From an optimization exercise on the open Yosys and OpenROAD flow, aimed at small area, a short achievable clock period and few clock cycles; shortcuts taken in it are not production practice. Function was checked by simulation only, so behaviour that the tests miss may differ from the original. Power is estimated from default activity; no workload was simulated.

## design/flow/run.sh

```bash
#!/bin/bash
# synth_recipe.tcl (not shown) runs the flow's synth.tcl, then flattens the netlist and writes it again
# the make line also repeats each setting of config.mk as NAME=value (left out here)
make -C /OpenROAD-flow-scripts/flow DESIGN_CONFIG=/design/flow/config.mk WORK_HOME=/design/flow/orfs CLKGATE_MAP_FILE= SYNTH_SCRIPT=/design/flow/synth_recipe.tcl finish
```

## design/flow/config.mk

```make
export PLATFORM = sky130hd
export DESIGN_NAME = hpd_decoder
export DESIGN_NICKNAME = hpd_decoder
export VERILOG_FILES = /design/flow/design.v
export SDC_FILE = /design/flow/constraint.sdc
export NUM_CORES = 4
export LEC_CHECK = 0
export CAP_MARGIN = 20
export CORE_MARGIN = 2
export CORE_UTILIZATION = 30
export PLACE_DENSITY = 0.45
export SETUP_SLACK_MARGIN = 2.5
export SLEW_MARGIN = 20
```

## design/flow/constraint.sdc

```tcl
create_clock -name core_clock -period 8.0 [get_ports {clk}]
set_input_delay 1.6000 -clock core_clock [delete_from_list [all_inputs] [get_ports {clk}]]
set_output_delay 1.6000 -clock core_clock [all_outputs]
set_load 0.01 [all_outputs]
```

## design/flow/design.v

```verilog
module hpd_decoder (
    input  wire        clk,
    input  wire        rst,
    input  wire        tbl_we,
    input  wire [4:0]  tbl_addr,
    input  wire [15:0] tbl_code,
    input  wire [4:0]  tbl_len,
    input  wire [7:0]  tbl_op,
    input  wire        start,
    input  wire [15:0] total_bits,
    input  wire [4:0]  est_bits,
    input  wire [13:0] bail_terms,
    input  wire [13:0] bail_ops,
    output wire        idle,
    output reg         done,
    input  wire        in_valid,
    input  wire [7:0]  in_data,
    output wire        in_ready,
    output reg         op_valid,
    output wire [7:0]  op_data,
    input  wire        op_ready
);
    localparam NCODES = 32;
    integer i, j, k;
    genvar  gi, gb;
    reg [16:0] t_v  [0:NCODES-1];
    reg [7:0]  t_op [0:NCODES-1];
    reg run;
    assign idle = !run;
    wire        w_ok = (tbl_len != 5'd0) && (tbl_len <= 5'd16) &&
                       ((tbl_code >> tbl_len) == 16'd0);
    wire [16:0] w_sh = {tbl_code, 1'b1} << (5'd16 - tbl_len);
    wire [16:0] w_v  = w_ok ? w_sh : 17'd0;
    always @(posedge clk) begin
        if (tbl_we && idle) begin
            t_v[tbl_addr]  <= w_v;
            t_op[tbl_addr] <= tbl_op;
        end
    end
    reg [31:0] bb;           
    reg [5:0]  bcnt;         
    reg        slow;         
    reg [15:0] pw1, pw0;     
    wire [15:0] win = bb[31:16];
    wire [15:0] w1  = slow ? pw1 : win;
    wire [15:0] w0  = slow ? pw0 : ~win;
    wire [NCODES-1:0] match;
    wire [15:0]       emask [0:NCODES-1];
    generate
        for (gi = 0; gi < NCODES; gi = gi + 1) begin : g_ent
            wire [16:0] v = t_v[gi];
            wire [15:0] m;
            assign m[0] = v[0];
            for (gb = 1; gb < 16; gb = gb + 1) begin : g_pfx
                assign m[gb] = m[gb-1] | v[gb];
            end
            wire [15:0] ok = ~m | (v[16:1] & w1) | (~v[16:1] & w0);
            assign match[gi] = m[15] & (&ok);
            assign emask[gi] = m;
        end
    endgenerate
    reg [15:0] mmin;
    always @(*) begin
        mmin = 16'hFFFF;
        for (i = 0; i < NCODES; i = i + 1)
            mmin = mmin & (emask[i] | {16{~match[i]}});
    end
    reg [NCODES:0] lower;
    always @(*) begin
        lower[0] = 1'b0;
        for (i = 0; i < NCODES; i = i + 1)
            lower[i+1] = lower[i] | match[i];
    end
    wire [NCODES-1:0] sel = match & ~lower[NCODES-1:0];
    reg  [7:0] sel_op;
    always @(*) begin
        sel_op = 8'd0;
        for (i = 0; i < NCODES; i = i + 1)
            sel_op = sel_op | ({8{sel[i]}} & t_op[i]);
    end
    wire       any_m    = lower[NCODES];
    wire       conflict = |(match & lower[NCODES-1:0]);
    wire [7:0] dec_op   = any_m ? sel_op : 8'hFF;
    wire       dec_ff   = &dec_op;
    reg [16:0] rem;          
    reg [4:0]  p_est;
    reg [13:0] nops;
    reg [13:0] tleft;        
    reg [13:0] oleft;        
    reg        opass;        
    reg        stop_a;       
    reg        evd;          
    reg        ffd;          
    reg [7:0]  op_reg;
    assign op_data = op_reg;
    wire t_hit = (tleft == 14'd0) || (tleft == 14'd1 && evd && ffd);
    wire bail  = opass && t_hit;
    wire stop  = stop_a || bail;
    wire out_free = !op_valid || op_ready;
    wire fire     = run && !stop && !slow && (bcnt >= 6'd16) && out_free;
    wire settle   = (fire && !conflict) || slow;
    assign in_ready = run && (bcnt <= 6'd24);
    wire take = in_ready && in_valid;
    wire [16:1] oh;
    generate
        for (gi = 1; gi < 16; gi = gi + 1) begin : g_oh
            assign oh[gi] = mmin[16-gi] && !mmin[15-gi];
        end
    endgenerate
    assign oh[16] = mmin[0];
    wire [31:0] bfill = take ? (bb | ({in_data, 24'd0} >> bcnt)) : bb;
    wire [5:0]  cfill = take ? bcnt + 6'd8 : bcnt;
    reg  [31:0] bshift;
    reg  [5:0]  cshift;
    always @(*) begin
        bshift = 32'd0;
        cshift = 6'd0;
        for (k = 1; k < 17; k = k + 1) begin
            for (j = 0; j < 32; j = j + 1)
                if (j >= k) bshift[j] = bshift[j] | (oh[k] & bfill[j-k]);
            cshift = cshift | ({6{oh[k]}} & (cfill - k[5:0]));
        end
    end
    wire [16:0] rem_n   = rem - {12'd0, p_est};
    wire        bud_end = rem_n[16] || (rem_n == 17'd0);
    wire [13:0] nops_n  = nops + 14'd1;
    always @(posedge clk) begin
        if (rst) begin
            run      <= 1'b0;
            done     <= 1'b0;
            op_valid <= 1'b0;
            slow     <= 1'b0;
            evd      <= 1'b0;
        end else begin
            done <= 1'b0;
            slow <= fire && conflict;
            evd  <= settle;
            if (settle)
                op_valid <= 1'b1;
            else if (op_ready)
                op_valid <= 1'b0;
            if (!run) begin
                if (start) run <= 1'b1;
            end else if (stop && !slow && (!op_valid || op_ready)) begin
                run  <= 1'b0;
                done <= 1'b1;
            end
        end
    end
    always @(posedge clk) begin
        ffd <= dec_ff;
        pw1 <= win & mmin;
        pw0 <= ~win & mmin;
        if (fire || slow) op_reg <= dec_op;
        if (!run) begin
            bb   <= 32'd0;
            bcnt <= 6'd0;
        end else begin
            bb   <= fire ? bshift : bfill;
            bcnt <= fire ? cshift : cfill;
        end
        if (!run) begin
            if (start) begin
                rem    <= {1'b0, total_bits};
                p_est  <= est_bits;
                nops   <= 14'd0;
                tleft  <= bail_terms;
                oleft  <= bail_ops;
                opass  <= 1'b0;
                stop_a <= (total_bits == 16'd0);
            end
        end else begin
            if (evd && ffd && tleft != 14'd0) tleft <= tleft - 14'd1;
            if (fire) begin
                rem    <= rem_n;
                nops   <= nops_n;
                if (oleft != 14'd0) oleft <= oleft - 14'd1;
                opass  <= opass || (oleft == 14'd0);
                stop_a <= bud_end || nops_n[13];
            end
        end
    end
endmodule
```

==> flow_summary.json, run 1 <==
{
  "outcome": "complete, no violations",
  "grt_first_pass_wirelength_um": 619000,
  "critical_path_required_ns": 8.68,
  "routedLengthMet1_um": 184000,
  "global_route.overflow_total": 0,
  "cp_max_fo": 13,
  "pin_count_of_the_biggest_net_entering_global_routing": 79,
  "clkSinkCount": 950,
  "maximum_clock_path_buffer_count": 3,
  "ys_seq_area_share_pct": 42.4,
  "clk_root_buffer_cell": "sky130_fd_sc_hd__clkbuf_16",
  "power.density_cell_area_nw_per_um2": 154,
  "clock_insertion_delay_worst_skew_ns": 0.83,
  "slew_hr_pct": 14.3,
  "final-hold-violation-count": 0,
  "met2RoutedLength_um": 199000,
  "path_clk_slew_ns": 0.06,
  "synth_ff_type": "sky130_fd_sc_hd__edfxtp_1",
  "avgRoutedWirePerCell_um": 46.9,
  "critical_path_class": "reg2reg",
  "globalplace.congestion": 1.08,
  "synth_largest_area_cell": "sky130_fd_sc_hd__edfxtp_1",
  "hpwlAfterDp_um": 346000,
  "synthDominantCellAreaShare_pct": 40.1,
  "die_h_um": 471,
  "totalWireLength_um": 482000,
  "worst-slew-pin-transition_ns": 1.28,
  "maxCapViolations": 0,
  "rows": 171,
  "fmaxAchievable_ghz": 0.175,
  "startpoint_type": "flip-flop",
  "multi_input_comb_area_um2": 38100,
  "synthCells": 6660,
  "most_flop_heavy_register": "t_v",
  "endpoint_kind": "flip-flop",
  "grt.total_usage_pct": 41.5,
  "synthToLayoutAreaGrowth_pct": 27.7,
  "synth_enable_flop_cells": 874,
  "setup_viol_count_final": 0,
  "synth_async_sr_flop_share_pct": 0,
  "mappedNetlistArea_um2": 65500,
  "top_signal_layer_used": "met5",
  "port_buffers": 108,
  "htree_num_levels": 4,
  "synth.yosys.warnings": 1,
  "detailedRoute.firstIterationViolations": 11700,
  "tritoncts": "done",
  "sequential_cell_area_um2": 27900,
  "die-width_um": 471,
  "detail_route.first_pass.iterations": 8,
  "yosys_register_bits": 950,
  "floorplan.initialDensity_pct": 30.2,
  "nNetsFinal": 7408,
  "grt_pass1_vias": 63600,
  "ios": 109,
  "report.power.total_mw": 12.9,
  "report.final.slew_viol_count": 0,
  "fillCellCount": 21500,
  "post_synthesis_average_cell_area_um2": 9.84,
  "die_area_um2": 222000,
  "largest_register_ff_count": 544,
  "synth.net_count": 6783,
  "rsz_0062_raised_after_global_routing": "true",
  "hold_path_class": "reg2reg",
  "drive_gt1_share_pct": 25.4,
  "layout_min_cycle_time_ns": 5.72,
  "placeableCoreArea_um2": 217000,
  "count_of_vias_placed_by_the_detailed_router": 69400,
  "skew_ns": 0.0390,
  "via_per_inst": 6.75,
  "route.detailed.drc": 0,
  "biggestRegsByFlops": "t_v x544, t_op x256, bb x32",
  "setup-tns-final_ns": 0,
  "arrival_ns": 6.40,
  "synth_area_leaders": "sky130_fd_sc_hd__edfxtp_1 40%, sky130_fd_sc_hd__mux2i_1 6.1%, sky130_fd_sc_hd__xnor2_1 4.1%, sky130_fd_sc_hd__mux2_2 4.0%, sky130_fd_sc_hd__nor2_1 3.3%",
  "static-leakage-power_nw": 31.9,
  "final_min_period_over_clock_period_pct": 71.5,
  "met3_length_um": 55700,
  "holdBufCountCts": 0,
  "synth.lib_cells_used.distinct": 110,
  "detail-route-antenna-nets": 0,
  "number_of_antenna_violations_at_the_first_check_in_global_routing": 75,
  "ir_worst_vdd_v": 0.000208,
  "numCtsBuffers": 132
}
## worst paths after layout
kind / startpoint / to / slack [ns] / cells after the start
max: slow / bcnt[4] / 2.28 / 21
min: op_valid / op_valid / 0.54 / 2
max reg2reg: slow / bcnt[4] / 2.28 / 21
min reg2reg: op_valid / op_valid / 0.54 / 2
## cells in the mapped netlist, types with 34 or more instances
library cell and count:
sky130_fd_sc_hd__mux2i_1 401, sky130_fd_sc_hd__a221oi_1 65, sky130_fd_sc_hd__nor2_1 576, sky130_fd_sc_hd__clkbuf_1 297
sky130_fd_sc_hd__a22oi_1 94, sky130_fd_sc_hd__inv_1 103, sky130_fd_sc_hd__mux2_2 234, sky130_fd_sc_hd__nand2_1 517
sky130_fd_sc_hd__a32oi_1 47, sky130_fd_sc_hd__nor2b_1 50, sky130_fd_sc_hd__a222oi_1 36, sky130_fd_sc_hd__o32ai_1 39
sky130_fd_sc_hd__a211oi_1 87, sky130_fd_sc_hd__a2111oi_0 35, sky130_fd_sc_hd__nand3_1 179, sky130_fd_sc_hd__o221ai_1 42
sky130_fd_sc_hd__or3_1 113, sky130_fd_sc_hd__nor3_1 256, sky130_fd_sc_hd__a31oi_1 44, sky130_fd_sc_hd__a21oi_1 313
sky130_fd_sc_hd__buf_4 35, sky130_fd_sc_hd__xnor2_1 307, sky130_fd_sc_hd__dfxtp_1 76, sky130_fd_sc_hd__xor2_1 163
sky130_fd_sc_hd__a221o_1 34, sky130_fd_sc_hd__nand2b_1 62, sky130_fd_sc_hd__buf_2 92, sky130_fd_sc_hd__and2_1 58
sky130_fd_sc_hd__and3_1 45, sky130_fd_sc_hd__or2_2 50, sky130_fd_sc_hd__o22ai_1 73, sky130_fd_sc_hd__or4_1 81
sky130_fd_sc_hd__o21ai_0 198, sky130_fd_sc_hd__nor4_1 141, sky130_fd_sc_hd__edfxtp_1 874, sky130_fd_sc_hd__nand4_1 108
sky130_fd_sc_hd__a21o_1 39, sky130_fd_sc_hd__o211ai_1 69, sky130_fd_sc_hd__o2111ai_1 36
## layer usage
| layer | global-route usage [%] | vias to the layer above |
|---|---|---|
| met3 | 11.7 | 1639 |
| met4 | 28.7 | 34 |
| met2 | 60.8 | 5561 |
| met5 | 0 | - |
| met1 | 52.5 | 34900 |
| li1 | - | 27200 |
## cells by family after synthesis
group	Yosys count	synth area share, %
and+or+nand+nor	2405	18.9
AOI/OAI and AO/OA	1583	17.5
DFF	950	42.4
muxes	640	10.3
buffers and inverters	584	4.06
xor gates and xnor gates	470	6.28
adders and majority gates	28	0.539
## critical path, cell delays in order (launching register included)
cell and delay [ns]:
sky130_fd_sc_hd__dfxtp_4 0.46, sky130_fd_sc_hd__buf_12 0.15, sky130_fd_sc_hd__buf_12 0.15, sky130_fd_sc_hd__mux2i_4 0.29, sky130_fd_sc_hd__buf_12 0.21, sky130_fd_sc_hd__buf_4 0.21
sky130_fd_sc_hd__buf_4 0.15, sky130_fd_sc_hd__o311ai_2 0.13, sky130_fd_sc_hd__o311ai_4 0.20, sky130_fd_sc_hd__nor2_1 0.38, sky130_fd_sc_hd__buf_4 0.27, sky130_fd_sc_hd__a21oi_1 0.47
sky130_fd_sc_hd__buf_4 0.25, sky130_fd_sc_hd__o2111ai_2 0.24, sky130_fd_sc_hd__or4_4 0.53, sky130_fd_sc_hd__and2_4 0.19, sky130_fd_sc_hd__buf_4 0.17, sky130_fd_sc_hd__o21a_1 0.21
sky130_fd_sc_hd__o311ai_2 0.28, sky130_fd_sc_hd__o211ai_1 0.18, sky130_fd_sc_hd__a2111oi_2 0.37, sky130_fd_sc_hd__a211oi_1 0.08
## power by group
| group | leakage, nW | switching (mW) | internal [mW] | total (mW) |
|---|---|---|---|---|
| combinational | 19.9 | 0.758 | 0.361 | 1.12 |
| sequential | 9.86 | 0.0425 | 5.43 | 5.47 |
| clock | 2.17 | 2.63 | 3.68 | 6.32 |
## cell type report
type / count / area share [%]
Antenna cell: 37 / 0.111
Clock buffer: 161 / 4.15
Clock inverter: 82 / 1.23
Inverter: 107 / 0.513
Multi-Input combinational cell: 5129 / 45.5
Sequential cell: 950 / 33.3
Tap cell: 2854 / 4.27
Timing Repair Buffer: 962 / 10.8
Timing Repair inverter: 3 / 0.0568
## per-stage QoR
stage	worst slack (ns)	cells	cell area, um^2	utilization (%)	hold slack (ns)
2_1_floorplan	2.54	6660	65500	-	0.476
3_3_place_gp	0.794	9682	73100	33.7	0.536
3_5_place_dp	0.997	9686	73200	33.7	0.528
4_1_cts	2.47	10100	81500	37.5	0.540
5_1_grt	2.29	10300	83600	38.5	0.601
6_report	2.28	10300	83700	38.5	0.539
## what timing repair did
action                     CTS  global route
setup buffers              181           119
cloned                      13             5
pin swaps                   54            54
setup endpoints to repair   59           192
gates resized for setup    377           207
## cell usage in the layout, fill, tap and decap left out, types with 73 or more instances in the layout
cell / synthesis / final
sky130_fd_sc_hd__edfxtp_1: 874 / 874
sky130_fd_sc_hd__clkdlybuf4s50_1: 0 / 108
sky130_fd_sc_hd__a22oi_1: 94 / 92
sky130_fd_sc_hd__mux2_2: 234 / 229
sky130_fd_sc_hd__nand4_1: 108 / 108
sky130_fd_sc_hd__a21oi_1: 313 / 305
sky130_fd_sc_hd__xnor2_1: 307 / 306
sky130_fd_sc_hd__nand2_1: 517 / 506
sky130_fd_sc_hd__nor4_1: 141 / 97
sky130_fd_sc_hd__o21ai_0: 198 / 187
sky130_fd_sc_hd__buf_4: 35 / 719
sky130_fd_sc_hd__nand3_1: 179 / 172
sky130_fd_sc_hd__inv_1: 103 / 103
sky130_fd_sc_hd__nor3_1: 256 / 206
sky130_fd_sc_hd__mux2i_1: 401 / 378
sky130_fd_sc_hd__or3_1: 113 / 105
sky130_fd_sc_hd__xor2_1: 163 / 163
sky130_fd_sc_hd__a211oi_1: 87 / 73
sky130_fd_sc_hd__clkbuf_16: 0 / 136
sky130_fd_sc_hd__nor2_1: 576 / 505
Testbench counts, summed over its fixed seeds: cycles 124,523.
==> inputs of run 2 (changes only) <==
--- a/design/flow/config.mk
+++ b/design/flow/config.mk
@@ -9,5 +9,5 @@
 export CORE_MARGIN = 2
 export CORE_UTILIZATION = 30
 export PLACE_DENSITY = 0.45
-export SETUP_SLACK_MARGIN = 2.5
+export SETUP_SLACK_MARGIN = 4.0
 export SLEW_MARGIN = 20
==> flow_summary.json, run 2 <==
{
  "worst-slew-pin-transition_ns": 1.22,
  "synthDominantCellAreaShare_pct": 40.1,
  "route.detailed.drc": 0,
  "global_route.overflow_total": 0,
  "clock_insertion_delay_worst_skew_ns": 0.87,
  "pin_count_of_the_biggest_net_entering_global_routing": 56,
  "synth_largest_area_cell": "sky130_fd_sc_hd__edfxtp_1",
  "hold_path_class": "reg2reg",
  "final_min_period_over_clock_period_pct": 72.6,
  "die-width_um": 471,
  "count_of_vias_placed_by_the_detailed_router": 71400,
  "crit_path_top_delay_cell": "sky130_fd_sc_hd__a222oi_1",
  "synth_enable_flop_cells": 874,
  "rows": 171,
  "biggestRegsByFlops": "t_v x544, t_op x256, bb x32",
  "cp_max_fo": 10,
  "synth_async_sr_flop_share_pct": 0,
  "fillCellCount": 21000,
  "report.final.slew_viol_count": 0,
  "numCtsBuffers": 118,
  "maximum_clock_path_buffer_count": 3,
  "port_buffers": 108,
  "floorplan.initialDensity_pct": 30.2,
  "clk_root_buffer_cell": "sky130_fd_sc_hd__clkbuf_16",
  "totalWireLength_um": 505000,
  "ys_seq_area_share_pct": 42.4,
  "outcome": "complete, no violations",
  "power.density_cell_area_nw_per_um2": 140,
  "synth.net_count": 6783,
  "cp_common_cell": "sky130_fd_sc_hd__buf_4",
  "startpoint_type": "flip-flop",
  "number_of_antenna_violations_at_the_first_check_in_global_routing": 85,
  "most_flop_heavy_register": "t_v",
  "critical_path_required_ns": 8.71,
  "final-hold-violation-count": 0,
  "grt_pass1_vias": 65400,
  "layout_min_cycle_time_ns": 5.81,
  "arrival_ns": 6.51,
  "clkSinkCount": 950,
  "fmaxAchievable_ghz": 0.172,
  "nNetsFinal": 7658,
  "critical_path_class": "reg2reg",
  "ios": 109,
  "setup-tns-final_ns": 0,
  "synthCells": 6660,
  "synth.lib_cells_used.distinct": 110,
  "htree_num_levels": 3,
  "detail_route.first_pass.iterations": 14,
  "setup_viol_count_final": 0,
  "layout_commonest_cell": "sky130_fd_sc_hd__edfxtp_1",
  "synth_most_common_cell": "sky130_fd_sc_hd__edfxtp_1",
  "rsz_0062_raised_after_global_routing": "true",
  "holdBufCountCts": 0,
  "tritoncts": "done",
  "endpoint_kind": "flip-flop",
  "hpwlAfterDp_um": 362000,
  "static-leakage-power_nw": 33.7,
  "maxCapViolations": 0,
  "avgRoutedWirePerCell_um": 47.9,
  "via_per_inst": 6.77,
  "path_clk_slew_ns": 0.07,
  "detail-route-antenna-nets": 0,
  "drive_gt1_share_pct": 31.4,
  "placeableCoreArea_um2": 217000,
  "final_cell_mix": "874 x sky130_fd_sc_hd__edfxtp_1, 839 x sky130_fd_sc_hd__buf_4, 491 x sky130_fd_sc_hd__nand2_1",
  "synthToLayoutAreaGrowth_pct": 35.3,
  "post_synthesis_average_cell_area_um2": 9.84,
  "yosys_register_bits": 950,
  "ir_worst_vdd_v": 0.000193,
  "die_h_um": 471,
  "largest_register_ff_count": 544,
  "grt.total_usage_pct": 43.7,
  "detailedRoute.firstIterationViolations": 11400,
  "final_core_utilization_pct": 40.8,
  "yosys-top-cells-count": "874 x sky130_fd_sc_hd__edfxtp_1, 576 x sky130_fd_sc_hd__nor2_1, 517 x sky130_fd_sc_hd__nand2_1, 401 x sky130_fd_sc_hd__mux2i_1, 313 x sky130_fd_sc_hd__a21oi_1",
  "synth_ff_type": "sky130_fd_sc_hd__edfxtp_1",
  "skew_ns": 0.0635,
  "grt_first_pass_wirelength_um": 647000,
  "synth_area_leaders": "sky130_fd_sc_hd__edfxtp_1 40%, sky130_fd_sc_hd__mux2i_1 6.1%, sky130_fd_sc_hd__xnor2_1 4.1%, sky130_fd_sc_hd__mux2_2 4.0%, sky130_fd_sc_hd__nor2_1 3.3%",
  "globalplace.congestion": 1.08,
  "synth.yosys.warnings": 1,
  "cp_slowest_stage_delay_ns": 1.03,
  "slew_hr_pct": 18.3,
  "die_area_um2": 222000,
  "mappedNetlistArea_um2": 65500,
  "critical_path.cell_chain": "buf_12, buf_16, buf_16, nor2_4, or2_2, a21oi_1, o32ai_1, a21oi_1, buf_4, nor3_1, a222oi_1, o2111ai_2, nor4_4, buf_4, buf_6, o32a_1, o221ai_2, nor3_2, o211ai_1, buf_4, o31ai_1, a211oi_1"
}
==> run 2: cell count changes in the layout (fill, tap and decap cells not counted), moves of 21 or more <==
| cell | delta |
|---|---|
| sky130_fd_sc_hd__buf_4 | +120 |
| sky130_fd_sc_hd__buf_6 | +71 |
| sky130_fd_sc_hd__diode_2 | +25 |
| sky130_fd_sc_hd__a221oi_1 | -21 |
| sky130_fd_sc_hd__buf_12 | +47 |
==> run 2: stage by stage <==
step	area, um^2	power (mW)	worst slack, ns	hold WS (ns)	std cells
2_1_floorplan	66200	6.03	2.92	0.476	6660
3_3_place_gp	73700	6.60	0.0218	0.533	9704
3_5_place_dp	73800	6.60	1.25	0.551	9710
4_1_cts	85900	12.4	2.57	0.556	10300
5_1_grt	88500	12.7	2.39	0.597	10500
6_report	88700	12.4	2.19	0.559	10600
==> run 2: report_power, final <==
group	total [mW]	internal, mW	switching, mW
combinational	1.25	0.428	0.824
clock	5.72	3.20	2.52
sequential	5.46	5.42	0.0373
total	12.4	9.05	3.38
==> run 2: layer usage <==
metal / wire, um / share of wire [%] / track usage (%) / vias to the layer above
li1: - / - / - / 27800
met1: 189000 / 37 / 53.6 / 35900
met2: 209000 / 41 / 64.0 / 5843
met3: 57100 / 11 / 13.1 / 1860
met4: 49600 / 9.8 / 33.8 / 38
met5: 248 / 0.049 / 0.0216 / -
==> run 2: final timing paths <==
| kind | from | end | slack [ns] | cells past startpoint |
|---|---|---|---|---|
| max | slow | bcnt[4] | 2.19 | 22 |
| min | t_op[25][0] | op_reg[0] | 0.56 | 2 |
| max reg2reg | slow | bcnt[4] | 2.19 | 22 |
| min reg2reg | t_op[25][0] | op_reg[0] | 0.56 | 2 |
==> run 2: repair_timing <==
item | in CTS | in global routing
setup endpoints to repair | 625 | 319
pin swaps | 158 | 127
gates resized for setup | 834 | 256
cloned | 22 | 4
setup buffers | 385 | 148
==> run 2: critical path: cells and delay by family (launching register included) <==
| kind | cells | cell delay, ns |
|---|---|---|
| AOI/OAI and AO/OA | 10 | 2.76 |
| buffers and inverters | 7 | 1.28 |
| and+or+nand+nor | 5 | 1.19 |
| DFF | 1 | 0.38 |
==> run 2: layout make-up <==
type                            count  area [um^2]  share of cell area (%)
Multi-Input combinational cell   5130        40300                    45.5
Timing Repair inverter              4         72.6                  0.0819
Sequential cell                   950        27900                    31.5
Inverter                          107          432                   0.487
Tap cell                         2854         3570                    4.03
Clock inverter                     76          923                    1.04
Antenna cell                       62          155                   0.175
Timing Repair Buffer             1224        12200                    13.7
Clock buffer                      143         3100                    3.49
==> run 2: kinds of logic after synthesis <==
group,Yosys count,share of synthesized area (%)
AOI/OAI and AO/OA,1583,17.5
xor gates and xnor gates,470,6.28
adders and majority gates,28,0.539
buffers and inverters,584,4.06
DFF,950,42.4
muxes,640,10.3
and+or+nand+nor,2405,18.9

==> afterwards: timing with drivers on the ports <==
How much do the figures lean on ideal ports? The routed layouts below were timed once more, with nothing changed but the port constraints. Step 1 assumes that a clkbuf_16 drives the clock port and a buf_2 every other input. Step 2, shift: input delay + t, output delay - t, t = (earliest + latest rising clock arrival at the registers) / 2. This alone moves slack from input paths to output paths. Three values: ideal ports, drivers, drivers and shift; two values: the first two.
run | shift t [ns] | slack for setup (ns) | cell pins on the clock port's net
run 1 | 0.909 | 2.279 / 2.279 / 1.580 | 1
run 2 | 0.921 | 2.194 / 2.194 / 2.194 | 1
After both steps every run listed still meets setup and hold. For run 1, which loses most, drivers alone change the setup slack by 0.000 ns; drivers and shift together by -0.699 ns.
